What follows belongs to an exercise in optimizing a design on an open flow for small area, a short achievable clock period and few clock cycles per item; a production flow would make more cautious choices. Where RTL was checked, it was by simulation tests only, not by an equivalence proof against the original.

==> module teavault_cipher, before the edit <==
module teavault_cipher (
    input  wire         clk,
    input  wire         rst,           
    input  wire         in_valid,
    output wire         in_ready,
    input  wire         in_decrypt,    
    input  wire [127:0] in_key,
    input  wire [63:0]  in_block,
    output wire         out_valid,
    input  wire         out_ready,
    output wire [63:0]  out_block
);
    localparam [31:0] DELTA   = 32'h9E3779B9;
    localparam [31:0] INITSUM = 32'h2C15E7F9;    
    function [31:0] add32(input [31:0] x, input [31:0] y, input ci);
        reg [31:0] g, p, gg, pp, gn, pn;
        integer i, l;
        begin
            g = x & y;
            p = x ^ y;
            gg = g; pp = p;
            gg[0] = g[0] | (p[0] & ci);
            for (l = 0; l < 5; l = l + 1) begin
                gn = gg; pn = pp;
                for (i = 0; i < 32; i = i + 1)
                    if (i[l]) begin
                        gn[i] = gg[i] | (pp[i] & gg[((i >> l) << l) - 1]);
                        pn[i] = pp[i] & pp[((i >> l) << l) - 1];
                    end
                gg = gn; pp = pn;
            end
            add32 = p ^ {gg[30:0], ci};
        end
    endfunction
    function [31:0] add32bk(input [31:0] x, input [31:0] y, input ci);
        reg [31:0] g, p, gg, pp;
        integer i, l;
        begin
            g = x & y;
            p = x ^ y;
            gg = g; pp = p;
            gg[0] = g[0] | (p[0] & ci);
            for (l = 0; l < 5; l = l + 1)
                for (i = 0; i < 32; i = i + 1)
                    if (((i + 1) % (2 << l)) == 0) begin
                        gg[i] = gg[i] | (pp[i] & gg[i - (1 << l)]);
                        pp[i] = pp[i] & pp[i - (1 << l)];
                    end
            for (l = 3; l >= 0; l = l - 1)
                for (i = 0; i < 32; i = i + 1)
                    if (((i + 1) % (2 << l)) == (1 << l) && i >= (2 << l)) begin
                        gg[i] = gg[i] | (pp[i] & gg[i - (1 << l)]);
                        pp[i] = pp[i] & pp[i - (1 << l)];
                    end
            add32bk = p ^ {gg[30:0], ci};
        end
    endfunction
    function [31:0] add32sp4(input [31:0] x, input [31:0] y, input ci);
        reg [31:0] g, p;
        reg [31:0] c;   
        reg [31:0] BG, BP, GG, PP, GN, PN;   
        integer i, j, l, nb;
        begin
            g = x & y; p = x ^ y;
            nb = 32 / 4;
            for (i = 0; i < 32 / 4; i = i + 1) begin
                BG[i] = 1'b0; BP[i] = 1'b1;
                for (j = 0; j < 4; j = j + 1) begin
                    BG[i] = g[i*4+j] | (p[i*4+j] & BG[i]);
                    BP[i] = BP[i] & p[i*4+j];
                end
            end
            GG = BG; PP = BP;
            for (l = 0; l < 5; l = l + 1) begin
                GN = GG; PN = PP;
                for (i = 0; i < 32 / 4; i = i + 1)
                    if (i[l]) begin
                        GN[i] = GG[i] | (PP[i] & GG[((i >> l) << l) - 1]);
                        PN[i] = PP[i] & PP[((i >> l) << l) - 1];
                    end
                GG = GN; PP = PN;
            end
            for (i = 0; i < 32 / 4; i = i + 1) begin
                c[i*4] = (i == 0) ? ci : (GG[i-1] | (PP[i-1] & ci));
                for (j = 1; j < 4; j = j + 1)
                    c[i*4+j] = g[i*4+j-1] | (p[i*4+j-1] & c[i*4+j-1]);
            end
            add32sp4 = p ^ c;
        end
    endfunction
    reg        busy;       
    reg        full;       
    reg        ph;         
    reg        last;       
    reg        nz;         
    reg        sub;        
    reg [7:0]  cnt;        
    reg        dec;
    reg [31:0] a, b;       
    reg [31:0] bf;         
    reg [31:0] sum;        
    reg [63:0] kp;         
    wire [31:0] ka  = kp[63:32];
    wire [31:0] kb  = kp[31:0];
    wire [31:0] t1, t2, t3;
    tv_add_bk u_t1 (.x(bf << 4), .y(ka),  .ci(1'b0), .s(t1));   
    tv_add_bk u_t2 (.x(bf),      .y(sum), .ci(1'b0), .s(t2));   
    tv_add_bk u_t3 (.x(bf >> 5), .y(kb),  .ci(1'b0), .s(t3));   
    wire [31:0] f   = t1 ^ t2 ^ t3;
    wire [31:0] fx  = (f & {32{nz}}) ^ {32{sub}};    
    wire [31:0] nb  = add32(a, fx, sub);             
    wire [31:0] dd  = {DELTA[31:1] ^ {31{dec}}, 1'b1};    
    assign in_ready  = last;
    assign out_valid = full;
    assign out_block = {a, b};
    always @(posedge clk) begin
        if (dec ^ (busy & ~cnt[0]))
            kp <= in_key[63:0];
        else
            kp <= in_key[127:64];
        if (busy) begin
            a   <= b;
            if (cnt[0])
                sum <= add32bk(sum, dd, 1'b0);
            cnt <= cnt + 8'd1;
            nz  <= (cnt != 8'd127);
            sub <= dec & (cnt != 8'd127);
        end else begin
            if (!full || out_ready)
                a <= ph ? in_block[63:32] : in_block[31:0];
            sum <= dec ? INITSUM : DELTA;
            cnt <= dec ? 8'd255 : 8'd0;
            dec <= in_decrypt;
            nz  <= ph & ~dec;
            sub <= 1'b0;
        end
        if (!full || out_ready)
            b <= nb;
        bf <= nb;
        if (rst) begin
            busy <= 1'b0;
            full <= 1'b0;
            ph   <= 1'b0;
            last <= 1'b0;
        end else if (busy) begin
            last <= ~last & (cnt == (dec ? 8'd127 : 8'd126));
            if (last) begin
                busy <= 1'b0;
                full <= 1'b1;
            end
        end else if (full) begin
            if (out_ready) begin
                full <= 1'b0;
                ph   <= in_valid;
            end
        end else if (ph) begin
            ph   <= 1'b0;
            busy <= 1'b1;
        end else begin
            ph   <= in_valid;
        end
    end
endmodule
clock: 12.0 ns
lec_check: 0
abc_area: 1
cap_margin: 20
core_margin: 2
core_utilization: 40
slew_margin: 20
buffer_ports_args: -buffer_cell sky130_fd_sc_hd__buf_1
adder_map_file: 
setup_slack_margin: 8
tns_end_percent: 0
cts_args: -sink_clustering_enable -repair_clock_nets -dont_use_dummy_load -buf_list sky130_fd_sc_hd__clkbuf_8
standard.sh (not shown) runs the stock make flow with config.mk's settings and CLKGATE_MAP_FILE= SYNTH_SCRIPT=/design/flow/synth_recipe.tcl, a recipe that flattens the netlist after the stock synthesis.
==> flow/flow/run.sh <==
#!/bin/bash
# The standard ORFS layout (standard.sh), with these changes to how the
# layout is made (the SDC and clock period stay the standard flow's):
#  - ports are buffered with buf_1 cells instead of delay buffers;
#  - synthesis does not map adders to the library's fa/ha cells (same
#    synthesis script and registers, the adders are left to ABC);
#  - timing repair aims for more setup slack, on the worst path only;
#  - clock tree synthesis (when CTS_ARGS is set below) inserts no dummy
#    loads.
# The ORFS logs of every step are kept under orfs/logs, and standard.sh's own
# output in standard.log.
set -e
cat >> "$FLOW_CONFIG" <<'EOC'
export BUFFER_PORTS_ARGS = -buffer_cell sky130_fd_sc_hd__buf_1
export ADDER_MAP_FILE = 
export SETUP_SLACK_MARGIN = 8
export TNS_END_PERCENT = 0
export CTS_ARGS = -sink_clustering_enable -repair_clock_nets -dont_use_dummy_load -buf_list sky130_fd_sc_hd__clkbuf_8
EOC
bash standard.sh > standard.log 2>&1
==> next run, changes <==
--- a/flow/design.v
+++ b/flow/design.v
@@ -97,15 +97,14 @@
     reg [7:0]  cnt;        
     reg        dec;
     reg [31:0] a, b;       
-    reg [31:0] bf;         
     reg [31:0] sum;        
     reg [63:0] kp;         
     wire [31:0] ka  = kp[63:32];
     wire [31:0] kb  = kp[31:0];
     wire [31:0] t1, t2, t3;
-    tv_add_bk u_t1 (.x(bf << 4), .y(ka),  .ci(1'b0), .s(t1));   
-    tv_add_bk u_t2 (.x(bf),      .y(sum), .ci(1'b0), .s(t2));   
-    tv_add_bk u_t3 (.x(bf >> 5), .y(kb),  .ci(1'b0), .s(t3));   
+    tv_add_bk u_t1 (.x(b << 4), .y(ka),  .ci(1'b0), .s(t1));    
+    tv_add_bk u_t2 (.x(b),      .y(sum), .ci(1'b0), .s(t2));    
+    tv_add_bk u_t3 (.x(b >> 5), .y(kb),  .ci(1'b0), .s(t3));    
     wire [31:0] f   = t1 ^ t2 ^ t3;
     wire [31:0] fx  = (f & {32{nz}}) ^ {32{sub}};    
     wire [31:0] nb  = add32(a, fx, sub);             
@@ -136,7 +135,6 @@
         end
         if (!full || out_ready)
             b <= nb;
-        bf <= nb;
         if (rst) begin
             busy <= 1'b0;
             full <= 1'b0;
After rerunning: The new run completed without violations; global-route usage grows by 0.55 points; clock-buffer cell count shrinks by 21; setup slack got worse by 0.092 ns; register-to-register slack got worse by 0.03 ns; non-clock buffer count grows by 43; via count shrinks slightly; first-iteration DRC count shrinks by a few percent.
Testbench counts after the change, summed over its fixed seeds: cycles 167,678, items 1,280.
Only the layout flow was run in the first run of this note; the RTL was not checked for function there.

port drivers added, routing unchanged:
The results above use ideal ports. As a check the final layouts listed here were re-extracted and re-timed, cells and wires unchanged. Step 1: set_driving_cell puts a clkbuf_16 on clk and a buf_2 on each other input, an assumption about the parent block. Step 2 adds t to the input delays and takes it off the output delays; t is the mean of the earliest and latest rising clock arrival at the registers after step 1. Input paths then give back, and output paths get back, about the clock's delay inside the block. Slacks: no drivers / after step 1 / after step 2; pairs: no drivers / after step 1.
run	t (ns)	slack for setup (ns)	worst register clock-pin slew, ns	cell pins on the clock port's net
the first run	0.623	8.283 / 8.235 / 8.328	0.06 / 0.06	1
the second run	0.528	8.191 / 8.143 / 8.246	0.12 / 0.12	1
After both steps setup and hold are still met in every run listed.
